What follows belongs to an exercise in optimizing a design on an open flow for small area; a production flow would make more cautious choices. Function was checked by simulation only, so behaviour that the tests miss may differ from the original. Power is estimated from default activity; no workload was simulated.

## ads126x_frame_engine
module ads126x_frame_engine (
    input  wire         clk,
    input  wire         rst,
    input  wire         req_valid,
    output wire         req_ready,
    input  wire [4:0]   req_kind,
    input  wire [7:0]   req_addr,
    input  wire [7:0]   req_count,
    input  wire [7:0]   req_wdata,
    input  wire [1:0]   req_mode,
    input  wire [31:0]  req_code,
    input  wire         din_valid,
    output wire         din_ready,
    input  wire [7:0]   din_data,
    output wire         rsp_valid,
    output wire [1:0]   rsp_outcome,
    output wire [2:0]   rsp_err,
    output wire [2:0]   rsp_reason,
    output wire [215:0] rsp_payload,
    output wire [7:0]   rsp_status,
    output wire         rsp_alarm,
    output wire [1:0]   cs_state,
    output wire         refused,
    output wire         bus_valid,
    output reg  [1:0]   bus_op,
    output reg  [7:0]   bus_tx,
    output wire         bus_last,
    input  wire         bus_ready,
    input  wire         bus_fail,
    input  wire [7:0]   bus_rx,
    input  wire         bus_len_bad
);
    localparam [4:0] K_CKSUM = 5'd0,  K_CRC8 = 5'd1,  K_CHECK = 5'd2,
                     K_RESET = 5'd4, K_START1 = 5'd5,
                     K_STOP1 = 5'd6,  K_START2 = 5'd7, K_STOP2 = 5'd8,
                     K_SELFOCAL1 = 5'd9,  K_SELFGCAL1 = 5'd10, K_SYSOCAL1 = 5'd11,
                     K_SELFOCAL2 = 5'd12, K_SELFGCAL2 = 5'd13, K_SYSOCAL2 = 5'd14,
                     K_RREG = 5'd15,  K_RREGN = 5'd16, K_WREG = 5'd17,
                     K_RDOFCAL1 = 5'd18, K_RDFSCAL1 = 5'd19,
                     K_RDOFCAL2 = 5'd20, K_RDFSCAL2 = 5'd21,
                     K_RDATA1 = 5'd22, K_RDATA2 = 5'd23, K_RDDIRECT = 5'd24;
    localparam [2:0] E_TRANSPORT = 3'd1, E_IO = 3'd2,
                     E_INTEGRITY = 3'd3, E_DECODE = 3'd4;
    localparam [2:0] W_NONE = 3'd0, W_ADDR = 3'd2, W_COUNT = 3'd3,
                     W_IFACE = 3'd4, W_ARG = 3'd5, W_CFG = 3'd6, W_KIND = 3'd7;
    localparam [3:0] S_IDLE = 4'd0,  S_CLR = 4'd1,  S_CHK = 4'd2,  S_CHKWR = 4'd3,
                     S_ENG = 4'd4,   S_WR0 = 4'd5,  S_ASSERT = 4'd6, S_XFER = 4'd7,
                     S_WRB = 4'd8,   S_DEASSERT = 4'd9, S_FILL = 4'd10, S_RESP = 4'd11,
                     S_RNOW = 4'd12, S_ERR1 = 4'd13, S_ERR2 = 4'd14, S_RREF = 4'd15;
    reg [3:0]   st;
  ...
Size in the first run: ~280 flip-flops, roughly 340 I/O pins, roughly 9600 um2 of cells after synthesis.
export LEC_CHECK = 0
export CAP_MARGIN = 20
export CORE_MARGIN = 2
export CORE_UTILIZATION = 50
export SLEW_MARGIN = 20
create_clock -name core_clock -period 10.0 [get_ports {clk}]
standard.sh (not shown) runs the stock make flow with config.mk's settings and CLKGATE_MAP_FILE= SYNTH_SCRIPT=/design/flow/synth_recipe.tcl, a recipe that flattens the netlist after the stock synthesis.
==> flow/flow/run.sh <==
#!/bin/bash
# The standard layout (standard.sh) with three changes:
#  - synthesis maps the logic with an area-oriented ABC script (flow/area.abc)
#    instead of ORFS's speed script; everything else in synthesis, and every
#    register, is as in the standard synthesis;
#  - the port buffers use the smallest buffer cell;
#  - the clock tree uses larger sink clusters and no dummy loads.
set -euo pipefail
HERE=$(pwd)
F=$HERE/flow
# ORFS's synth.tcl with only its ABC mapping script replaced
sed 's#log_cmd abc {\*}\$abc_args#log_cmd abc {*}[lreplace $abc_args 1 1 '"$F"'/area.abc]#' \
    "$FLOW_HOME/scripts/synth.tcl" > "$HERE/synth_area.tcl"
grep -q "$F/area.abc" "$HERE/synth_area.tcl"
# The standard flow's synthesis script, sourcing that copy
sed 's#source \$::env(SCRIPTS_DIR)/synth.tcl#source '"$HERE"'/synth_area.tcl#' \
    synth_recipe.tcl > "$HERE/synth_recipe_area.tcl"
grep -q "synth_area.tcl" "$HERE/synth_recipe_area.tcl"
sed 's#SYNTH_SCRIPT=[^ ]*#SYNTH_SCRIPT='"$HERE"'/synth_recipe_area.tcl#' standard.sh > "$HERE/standard_area.sh"
grep -q "synth_recipe_area.tcl" "$HERE/standard_area.sh"
export BUFFER_PORTS_ARGS="-buffer_cell sky130_fd_sc_hd__buf_1"
export CTS_ARGS="-sink_clustering_enable -repair_clock_nets -dont_use_dummy_load -sink_clustering_size 16 -sink_clustering_max_diameter 80 -buf_list {sky130_fd_sc_hd__clkbuf_8}"
bash "$HERE/standard_area.sh" > standard_flow.log 2>&1
==> flow/flow/area.abc <==
strash
&get -n
&fraig -x
&put
dc2
strash
dch -f
amap
Rerun with:
--- a/flow/design.v
+++ b/flow/design.v
@@ -93,39 +93,46 @@
     reg [7:0]   acc;             
     reg [2:0]   rc;              
     wire k_rreg  = (kind_q == K_RREG);
     wire k_rregn = (kind_q == K_RREGN);
     wire k_wreg  = (kind_q == K_WREG);
     wire k_cal   = (kind_q >= K_RDOFCAL1) && (kind_q <= K_RDFSCAL2);
     wire k_cal1  = (kind_q == K_RDOFCAL1) || (kind_q == K_RDFSCAL1);
     wire k_ofcal = (kind_q == K_RDOFCAL1) || (kind_q == K_RDOFCAL2);
     wire k_conv  = (kind_q >= K_RDATA1);
     wire k_read  = k_rreg || k_rregn || k_cal;
     wire c_p     = (kind_q != K_RDDIRECT);
     wire c_i     = (cfg_integ != 2'b00);
-    wire       kd_reg   = (req_kind == K_RREG) || (req_kind == K_RREGN) || (req_kind == K_WREG);
-    wire       addr_bad = (req_addr[7:5] != 3'd0) || (req_addr[4:3] == 2'b11 &&
-                          (req_addr[2] || (req_addr[1:0] == 2'b11)));
     wire [5:0] rn_sum   = {1'b0, req_addr[4:0]} + {1'b0, req_count[4:0]};
-    wire       cnt_bad  = (req_count == 8'd0) || (req_count[7:5] != 3'd0) ||
-                          rn_sum[5] || (rn_sum[4:2] == 3'b111);
-    wire       is_conv  = (req_kind == K_RDATA1) || (req_kind == K_RDATA2) ||
-                          (req_kind == K_RDDIRECT);
-    wire c7 = req_kind[4] && req_kind[3] && (req_kind[2:0] != 3'd0);
-    wire c2 = kd_reg && addr_bad;
-    wire c3 = (req_kind == K_RREGN) && !addr_bad && cnt_bad;
-    wire c4 = (req_kind == K_WREG) && (req_addr == 8'h02) && (req_wdata[1:0] == 2'b11);
-    wire c5 = (req_kind == K_CHECK) && (req_mode[1] == req_mode[0]);
-    wire c6 = is_conv && !cfg_valid;
-    wire [2:0] why = {c7 | c4 | c5 | c6, c7 | c2 | c3 | c6, c7 | c3 | c5};
+    wire       addr_bad = (req_addr[7:5] != 3'd0) || (req_addr[4:0] > 5'd26);
+    wire       cnt_bad  = (req_count == 8'd0) || (req_count[7:5] != 3'd0) || (rn_sum > 6'd27);
+    wire       is_conv   = (req_kind == K_RDATA1) || (req_kind == K_RDATA2) ||
+                           (req_kind == K_RDDIRECT);
+    reg  [2:0] why;
+    always @* begin
+        why = W_NONE;
+        if (req_kind > K_RDDIRECT)
+            why = W_KIND;
+        else if (((req_kind == K_RREG) || (req_kind == K_RREGN) || (req_kind == K_WREG)) &&
+                 addr_bad)
+            why = W_ADDR;
+        else if ((req_kind == K_RREGN) && cnt_bad)
+            why = W_COUNT;
+        else if ((req_kind == K_WREG) && (req_addr == 8'h02) && (req_wdata[1:0] == 2'b11))
+            why = W_IFACE;
+        else if ((req_kind == K_CHECK) && (req_mode != 2'b01) && (req_mode != 2'b10))
+            why = W_ARG;
+        else if (is_conv && !cfg_valid)
+            why = W_CFG;
+    end
     wire ok_check = (req_kind == K_CHECK) && (why == W_NONE);
     assign req_ready = ((st == S_IDLE) && !ok_check) ||
                        ((st == S_CHKWR) && (ph == 5'd0));
     assign bus_valid = (st == S_ASSERT) || (st == S_XFER) || (st == S_DEASSERT);
     always @* begin
         case (st)
             S_XFER:     bus_op = 2'd1;
             S_DEASSERT: bus_op = 2'd2;
             default:    bus_op = 2'd0;
         endcase
     end
     reg [7:0] b0;
=> Die area is higher by 0.75%. Via count is higher by 0.92%. Sequential share of layout area is lower by 0.57 points. Synthesized cell count is higher by 1.4%. Synthesized area is higher by 0.77%. Final area is higher by 1.1%. Power is higher by 1.6%. Sequential power is about the same. Wire length stays flat. Count of clock-buffer cells in the layout is higher by 1. Worst setup slack gets worse by 0.29 ns.

[what the ideal ports hide]
Ports are ideal in the flow. The routed layouts listed here were re-timed in OpenROAD.
Step 1 assumes that a clkbuf_16 drives the clock port and a buf_2 every other input.
Step 2 times the ports against the registers' clock, not the clock port: input delays grow and output delays shrink by t, the midpoint of the rising clock arrivals with the driver on.
Slacks: ideal ports / drivers / drivers and shift; pairs: ideal ports / drivers.
| run | t, ns | setup slack, ns | hold slack, ns | worst slew at a driven data input, ns | pins driven straight from the clock port |
|---|---|---|---|---|---|
| the first run | 0.574 | 3.128 / 3.107 / 3.107 | 0.337 / 0.337 / 0.337 | 0.08 | 1 |
| the second run | 0.559 | 2.841 / 2.819 / 2.819 | 0.334 / 0.334 / 0.334 | 0.06 | 1 |
After both steps every run listed still meets setup and hold. The setup slack of the second run, which loses most, moves by -0.022 ns with the drivers and by -0.022 ns with both steps.
